Background: an optimization exercise with open tools, aiming at small area and few clock cycles. Do not read the settings as production practice.
In this exercise RTL edits were held to simulation tests only and were not proved equivalent to the original.
The flow treats the clock pin as an ideal source, which a real chip does not have.

== run 1 ==
==> flow/design.v (excerpt) <==
module ax5031_rtc (
    input  wire        clk,
    input  wire        rst,
    input  wire        cmd_valid,
    output wire        cmd_ready,
    input  wire [39:0] cmd_word,
    output wire        resp_valid,
    input  wire        resp_ready,
    output wire [3:0]  resp_code,
    output reg         resp_sv,
    output wire [7:0]  resp_status,
    output reg  [31:0] resp_data,
    output wire        cs_req,
    output wire        cs_high,
    input  wire        cs_ack,
    input  wire        cs_err,
    output wire        x_req,
    output wire [7:0]  x_tx,
    input  wire        x_ack,
    input  wire        x_err,
    input  wire [7:0]  x_rx
);
==> flow/config.mk <==
export PLATFORM = sky130hd
export DESIGN_NAME = ax5031_rtc
export DESIGN_NICKNAME = ax5031_rtc
export VERILOG_FILES = /design/flow/design.v
export SDC_FILE = /design/flow/constraint.sdc
export NUM_CORES = 4
export LEC_CHECK = 0
export CAP_MARGIN = 20
export CORE_MARGIN = 2
export CORE_UTILIZATION = 60
export PLACE_DENSITY = 0.75
export SLEW_MARGIN = 20
==> flow/constraint.sdc <==
create_clock -name core_clock -period 10.0 [get_ports {clk}]
set_input_delay 2.0000 -clock core_clock [delete_from_list [all_inputs] [get_ports {clk}]]
set_output_delay 2.0000 -clock core_clock [all_outputs]
set_load 0.01 [all_outputs]
standard.sh (not shown) runs the stock make flow with config.mk's settings and CLKGATE_MAP_FILE= SYNTH_SCRIPT=/design/flow/synth_recipe.tcl, a recipe that flattens the netlist after the stock synthesis.
==> flow/flow/run.sh <==
#!/bin/bash
# Layout flow: the standard ORFS flow, with two changes that leave the
# design and its registers as the standard synthesis makes them:
#  1. after the standard synthesis, the combinational logic between the
#     registers is mapped again with an area-oriented ABC script
#     (remap.abc and remap_nf.abc: ABC's deepsyn, then two mappers, each
#     run with a few random seeds; the smallest result is kept);
#     flip-flops (names, cell types), tie cells and ports are kept as they are;
#  2. the port buffers are the smallest buffer cell (buf_1);
#  3. the clock tree is built by pre_cts.tcl (run as ORFS's PRE_CTS_TCL
#     hook): four clock buffers, each at the centroid of a quarter of the
#     flip-flops (clkbuf_8, or clkbuf_16 where the estimated clock-pin slew
#     is high); TritonCTS then finds the clock already buffered and adds
#     nothing.  The rest of the CTS step (timing repair) runs as usual.
# Each tool writes its full output to a log file in this folder.
set -euo pipefail
HERE=$PWD
RES=$HERE/orfs/results/${FLOW_PLATFORM:-sky130hd}/ax5031_rtc/base
LIB=$FLOW_HOME/platforms/sky130hd/lib/sky130_fd_sc_hd__tt_025C_1v80.lib
YOSYS=$(command -v yosys || echo "$FLOW_HOME/../tools/install/yosys/bin/yosys")
export BUFFER_PORTS_ARGS="-buffer_cell sky130_fd_sc_hd__buf_1"
export PRE_CTS_TCL="$HERE/flow/pre_cts.tcl"
export CTS_ARGS="-dont_use_dummy_load -clk_nets clk"

# 1. standard synthesis
bash standard.sh "$RES/1_2_yosys.v" > standard_synth.log 2>&1

# 2. re-map the combinational logic
cp "$RES/1_2_yosys.v" "$HERE/1_2_yosys_standard.v"
KEEP=$(grep -o 'sky130_fd_sc_hd__[a-z0-9_]*' "$HERE/1_2_yosys_standard.v" | sort -u | grep -E '__(e?df|sdf|sedf|dl|conb)' | tr '\n' ' ')
RUNS="1 2 3 4 5 6 7 8"
for S in $RUNS; do
  if (( S <= 4 )); then SRC=remap.abc; SEED=$S; else SRC=remap_nf.abc; SEED=$((S - 4)); fi
  sed "s/@SEED@/$SEED/" "$HERE/flow/$SRC" > "remap_$S.abc"
  cat > "remap_$S.ys" <<EOS
read_liberty -ignore_miss_func $LIB
blackbox $KEEP
read_verilog $HERE/1_2_yosys_standard.v
hierarchy -top $FLOW_TOP
flatten
opt_clean -purge
abc -script $HERE/remap_$S.abc -liberty $LIB -dont_use sky130_fd_sc_hd__lpflow_* -dont_use sky130_fd_sc_hd__probe_p_8 -dont_use sky130_fd_sc_hd__probec_p_8
splitnets
opt_clean -purge
hilomap -singleton -hicell sky130_fd_sc_hd__conb_1 HI -locell sky130_fd_sc_hd__conb_1 LO
insbuf -buf sky130_fd_sc_hd__buf_4 A X
opt_clean -purge
read_liberty -lib -ignore_miss_func $LIB
hierarchy -check -top $FLOW_TOP
check -assert
tee -o $HERE/remap_$S.area stat -liberty $LIB
write_verilog -noattr $HERE/1_2_yosys_remap_$S.v
EOS
  "$YOSYS" -s "remap_$S.ys" > "remap_$S.log" 2>&1 &
done
wait || true
BEST=""; BESTA=""
for S in $RUNS; do
  A=$(grep -o "Chip area for module .*: [0-9.]*" "remap_$S.area" 2>/dev/null | awk '{print $NF}')
  [[ -n "$A" && -f "1_2_yosys_remap_$S.v" ]] || continue
  echo "seed $S: $A" >> remap_summary.log
  if [[ -z "$BESTA" ]] || awk "BEGIN{exit !($A < $BESTA)}"; then BEST=$S; BESTA=$A; fi
done
echo "kept seed $BEST ($BESTA)" >> remap_summary.log
[[ -n "$BEST" ]]
cp "1_2_yosys_remap_$BEST.v" "$RES/1_2_yosys.v"

# 3. the rest of the standard flow
bash standard.sh > standard.log 2>&1
Other scripts of this flow, unchanged in this note and not shown: flow/flow/pre_cts.tcl, flow/flow/remap.abc, flow/flow/remap_nf.abc
Testbench counts of run 1, summed over its fixed seeds: cycles 89,736.
The inputs of run 2 differ from those of run 1 as listed below.
--- a/flow/design.v
+++ b/flow/design.v
@@ -48,15 +48,15 @@
                      R_ILLEGAL     = 3'd6;
     reg  [2:0]  ph;
     reg  [2:0]  code;
     reg  [6:0]  a_q;       
     reg         wr_q;      
     reg  [7:0]  d_q;       
     reg         rem13;     
-    reg  [4:0]  k;         
+    reg  [5:0]  k;         
     assign resp_code   = {1'b0, code};
     wire a_2x    = (a_q[6:2] == 5'b01000);
     wire a_3x    = (a_q[6:2] == 5'b01100) & (a_q[1:0] != 2'd0);
     wire f_quant = ~resp_sv & wr_q & (a_2x | a_3x);
     wire f_multi = ~resp_sv & (a_2x | (wr_q & a_3x));
     wire f_mod   = ~resp_sv & ~wr_q & (a_q == 7'h10);
     wire f_ar    = ~resp_sv & (a_q[6:1] == 6'b010110) & (~wr_q | a_q[0]);
@@ -100,21 +100,20 @@
     localparam [13:0] BIAS_LO = 14'd7053;
     wire       v_bit = resp_data[31] ^ (|resp_data[30:13]);
     wire [13:0] rem  = {rem13, resp_data[12:0]};
     wire [13:0] rem0 = {1'b0, o[31:19]} + {13'd0, &o[18:0]};    
     reg        c_bit;
     always @(*) begin
         c_bit = 1'b0;
-        if (k >= 5'd10 && k <= 5'd22) c_bit = BIAS_LO[5'd23 - k];
-        if (k == 5'd23 && a_q[1:0] == 2'd3) c_bit = BIAS_LO[0];
+        if (k >= 6'd42 && k <= 6'd55) c_bit = BIAS_LO[6'd55 - k];
     end
     wire        q_bit;
     wire [13:0] q_rem;
     ax5031_quant u_quant (.rem(rem), .bin(v_bit | c_bit), .qbit(q_bit), .rem_n(q_rem));
-    wire       q_ready = (k == {a_q[1:0], 3'b000});
+    wire       q_ready = k[5] & (k[4:3] >= a_q[1:0]);
     assign cmd_ready  = (ph == P_IDLE) | ((ph == P_RESP) & resp_ready);
     assign resp_valid = (ph == P_RESP);
     assign cs_req    = ph[2];
     assign cs_high   = ph[0];
     assign x_req     = ~ph[2] & ph[1] & (~ph[0] | ~f_quant | q_ready);
     assign x_tx      = ph[0] ? d_q : {wr_q, a_q};
     wire xl_ack = (ph == P_XL) & x_ack;
@@ -122,29 +121,29 @@
     wire step   = live & f_quant & (~q_ready | xl_ack);
     always @(posedge clk) begin
         if (rst) begin
             ph <= P_IDLE;
         end else begin
             if (step) begin
                 {rem13, resp_data[12:0]} <= q_rem;
-                k         <= k + 5'd1;
+                k         <= k + 6'd1;
                 d_q       <= {d_q[6:0], q_bit};
                 resp_data[31:13] <= {resp_data[30:13], 1'b0};
             end
             case (ph)
                 P_IDLE, P_RESP: if (cmd_valid && cmd_ready) begin
                     ph          <= go ? P_CSL : P_RESP;
                     code        <= ~legal ? R_ILLEGAL : unsup ? R_UNSUPPORTED : R_OK;
                     resp_sv     <= go & (op_exec | op_txb);
                     resp_data   <= (op_sfrq | op_rate) ? {~o[18:0], rem0[12:0]} : 32'd0;
                     rem13       <= rem0[13];
                     a_q         <= c_addr;
                     wr_q        <= c_wr;
                     d_q         <= c_data;
-                    k           <= {4'b1011, ~op_exec};
+                    k           <= {5'b01011, ~op_exec};
                 end else if (resp_ready)
                     ph <= P_IDLE;
                 P_CSL: if (cs_ack)
                     ph <= cs_err ? P_REST : P_XH;
                 P_XH: if (x_ack) begin
                     if (resp_sv)
                         {wr_q, a_q} <= x_rx;
### Flow results
Comparing run 2 with run 1, the sequential share of layout area came out essentially unchanged. The higher final area came out of run 2. Sequential cell area in the final layout: run 2 higher than run 1. The final worst-path cycle share in run 2 was lower than what run 1 gave. Run 1 and run 2 ended up with nearly the same clock power. Higher fraction of final layout cells with drive strength greater than 1 among run 1 and run 2: run 1. Looking at critical path depth, run 2 sits 2 lower than run 1 does. Diff run 1 -> run 2 | average wire per standard cell | down slightly.
Testbench counts of run 2, summed over its fixed seeds: cycles 89,736.

## static timing again, ports no longer ideal
The flow's constraints put no driver on any port. The routed layouts listed below were extracted and timed again, unchanged, in two steps. Step 1 sets driving cells, clkbuf_16 on the clock port and buf_2 on the other inputs (assumed; they add their load-dependent delay and slew). Step 2 moves the port delays by t, midway between the first and last clock arrival at a register: inputs arrive t later, outputs are due t later. That takes back most of the time a late clock gives input paths. Three values: ideal ports, drivers, drivers and shift; two values: the first two.
run	t, ns	slack for setup (ns)	clock arrival spread, ns	worst register clock-pin slew, ns	worst slew at a driven data input, ns
run 1	0.227	4.840 / 4.902 / 4.675	0.016 / 0.016	0.09 / 0.09	0.03
run 2	0.228	4.932 / 4.988 / 4.760	0.019 / 0.020	0.10 / 0.10	0.04
After both steps setup and hold are still met in every run listed. The setup slack of run 2, which loses most, moves by +0.056 ns with the drivers and by -0.172 ns with both steps.
